Context: an optimization exercise on an open-source flow, tuned for small area, a short achievable clock period and few clock cycles per item. The choices shown serve that exercise and are no tape-out recipe.
Function was checked by simulation only, so behaviour that the tests miss may differ from the original.
No activity file was given, so power comes from the tool's default toggle rates.

Design hme_refine, start of the top module:
module hme_refine (
    input  wire         clk,
    input  wire         rst,
    input  wire         start,
    input  wire         level,           
    input  wire [4:0]   grid_rows_m1,    
    input  wire [4:0]   grid_cols_m1,    
    output reg          busy,
    output reg          done,
    output reg          seed_req,
    output reg  [4:0]   seed_mb_row,
    output reg  [4:0]   seed_mb_col,
    input  wire [6:0]   seed_dy,
    input  wire [6:0]   seed_dx,
    output wire         ref_req,
    output reg  [10:0]  ref_y,
    output reg  [10:0]  ref_x,
    input  wire [127:0] ref_row,
    output wire         tgt_req,
    output reg  [10:0]  tgt_y,
    output wire [10:0]  tgt_x,
    input  wire [127:0] tgt_row,
    output reg          res_valid,
    output wire [4:0]   res_mb_row,
    output wire [4:0]   res_mb_col,
    output wire [7:0]   res_dy,
    output wire [7:0]   res_dx,
    output wire [19:0]  res_cost
);
    localparam S_IDLE = 3'd0;
    localparam S_SW1  = 3'd1;    
    localparam S_SW2  = 3'd2;    
    localparam S_LOAD = 3'd3;    
    localparam S_RUN  = 3'd4;    
    localparam S_FIN  = 3'd5;    
    reg [2:0] state;
    reg       idle;              
    reg       lvl1;
    reg [4:0] gr_m1, gc_m1;
    reg [4:0]  mb_r, mb_c;       
    reg [6:0]  tgt_xh;           
    reg [3:0]  cand;             
    reg [3:0]  p_cand;           
    reg        cid;              
    reg        first;            
    reg [7:0]  uy, ux;           
    reg        req;
    assign ref_req = req;
    assign tgt_req = req;
    assign tgt_x = {tgt_xh, 4'd0};
  ...
For scale: roughly 2200 cells after synthesis, about 360 flip-flops, ~390 I/O pins, ~0.023 mm^2 of cells after synthesis.
Settings: LEC_CHECK=0, CAP_MARGIN=20, CORE_MARGIN=2, CORE_UTILIZATION=25, PLACE_DENSITY=0.5, SLEW_MARGIN=20; clock period 24.0 ns.
standard.sh (not shown) runs the stock make flow with config.mk's settings and CLKGATE_MAP_FILE= SYNTH_SCRIPT=/design/flow/synth_recipe.tcl, a recipe that flattens the netlist after the stock synthesis.
==> flow/flow/run.sh <==
#!/bin/bash
# The standard layout, with plain buf_1 cells as the port buffers and larger
# clock-tree sink clusters without dummy loads.
set -euo pipefail
bash standard.sh "BUFFER_PORTS_ARGS=-buffer_cell sky130_fd_sc_hd__buf_1" \
  "CTS_ARGS=-sink_clustering_enable -repair_clock_nets -dont_use_dummy_load -sink_clustering_size 30 -sink_clustering_max_diameter 150" \
  finish > make_finish.log 2>&1
The starting point completed with no timing, DRC or antenna violations.
Testbench counts at the start, summed over its fixed seeds: cycles 162,841, mbs 337.
Rerun with:
==> flow/flow/run.sh (replaced) <==
#!/bin/bash
# The standard layout, with plain buf_1 cells as the port buffers and larger
# clock-tree sink clusters without dummy loads.
set -euo pipefail
bash standard.sh "BUFFER_PORTS_ARGS=-buffer_cell sky130_fd_sc_hd__buf_1" \
  "CTS_ARGS=-sink_clustering_enable -repair_clock_nets -dont_use_dummy_load -sink_clustering_size 24 -sink_clustering_max_diameter 120" \
  finish > make_finish.log 2>&1
Effect: The changed run finished with timing, DRC and antenna clean. Clock power grows by 14%. Design area grows by 0.48%. Die area does not change. First-iteration DRC count shrinks by 1.8%. Setup slack is better by 0.023 ns.

Setup of v6:
Another version of the RTL of hme_refine (not shown whole).
Size in the first run: ~2200 cells after synthesis, about 0.022 mm² of cells after synthesis.
==> flow/design.v (excerpt) <==
module hme_refine (
    input  wire         clk,
    input  wire         rst,
    input  wire         start,
    input  wire         level,           
    input  wire [4:0]   grid_rows_m1,    
    input  wire [4:0]   grid_cols_m1,    
    output reg          busy,
    output reg          done,
    output reg          seed_req,
    output reg  [4:0]   seed_mb_row,
    output reg  [4:0]   seed_mb_col,
    input  wire [6:0]   seed_dy,
    input  wire [6:0]   seed_dx,
    output wire         ref_req,
    output reg  [10:0]  ref_y,
    output reg  [10:0]  ref_x,
    input  wire [127:0] ref_row,
    output wire         tgt_req,
    output reg  [10:0]  tgt_y,
    output wire [10:0]  tgt_x,
    input  wire [127:0] tgt_row,
    output reg          res_valid,
    output wire [4:0]   res_mb_row,
    output wire [4:0]   res_mb_col,
    output wire [7:0]   res_dy,
    output wire [7:0]   res_dx,
    output wire [19:0]  res_cost
);
export LEC_CHECK = 0
export CAP_MARGIN = 20
export CORE_MARGIN = 2
export CORE_UTILIZATION = 35
export PLACE_DENSITY = 0.55
export SLEW_MARGIN = 20
create_clock -name core_clock -period 24.0 [get_ports {clk}]
==> flow/flow/run.sh <==
#!/bin/bash
# The standard layout, with plain buf_1 cells as the port buffers and larger
# clock-tree sink clusters without dummy loads.
set -euo pipefail
bash standard.sh "BUFFER_PORTS_ARGS=-buffer_cell sky130_fd_sc_hd__buf_1" \
  "CTS_ARGS=-sink_clustering_enable -repair_clock_nets -dont_use_dummy_load -sink_clustering_size 24 -sink_clustering_max_diameter 120" \
  finish > make_finish.log 2>&1
v6: flow completed, timing, DRC and antenna clean
Testbench counts of v6, summed over its fixed seeds: cycles 162,841, mbs 337.
## Diff of input files: v7 against v6
- CORE_UTILIZATION now 25, was 35
- PLACE_DENSITY now 0.5, was 0.55
### Flow results
No run among v7 and v6 stopped early or left any final violation; all are clean. Compared with v6, v7 degrades standby leakage power. On global-route usage: between v7 and v6, it ends up lower for v7. The global-route wire length before repair number comes out higher for v7 vs v6. Worst hold-check slack delta (v7 -> v6): insignificant. Design area was higher in the run labelled v7. Compared with v6, v7 shows a clock latency of the later-clocked register in the worst-skew pair that is 0.03 ns higher. Against v6, v7 comes in 11 points lower on core utilization of the finished layout. Taking v6 as the reference point, the internal power summed over all cells of v7 rises by 0.83%. Looking at setup slack across v7 and v6, the one that comes out higher is v6. Against v6, v7 comes in 0.047 ns higher on clock period minus final worst setup slack. v7 vs. v6: number of core rows went up by 17.

-- afterwards: timing with drivers on the ports --
The results above use ideal ports. As a check the final layouts listed here were re-extracted and re-timed, cells and wires unchanged. Step 1 (the two cells are an assumption about what drives the block):
set clk [get_ports {clk}]
set_driving_cell -lib_cell sky130_fd_sc_hd__clkbuf_16 $clk
set_driving_cell -lib_cell sky130_fd_sc_hd__buf_2 [delete_from_list [all_inputs] $clk]
Step 2 adds t to the input delays and takes it off the output delays; t is the mean of the earliest and latest rising clock arrival at the registers after step 1. Input paths then give back, and output paths get back, about the clock's delay inside the block. a / b / c = no drivers / after step 1 / after step 2; a / b = the first two.
| run | shift t [ns] | setup slack, ns | worst setup path at the end |
|---|---|---|---|
| the first run of note 1 | 0.585 | 17.836 / 17.854 / 17.283 | input to register |
| the second run of note 1 | 0.595 | 17.859 / 17.872 / 17.297 | input to register |
| v6 | 0.586 | 17.825 / 17.860 / 17.274 | input to register |
| v7 | 0.601 | 17.777 / 17.811 / 17.209 | input to register |
After both steps every run listed still meets setup and hold. The setup slack of v7, which loses most, moves by +0.034 ns with the drivers and by -0.568 ns with both steps.
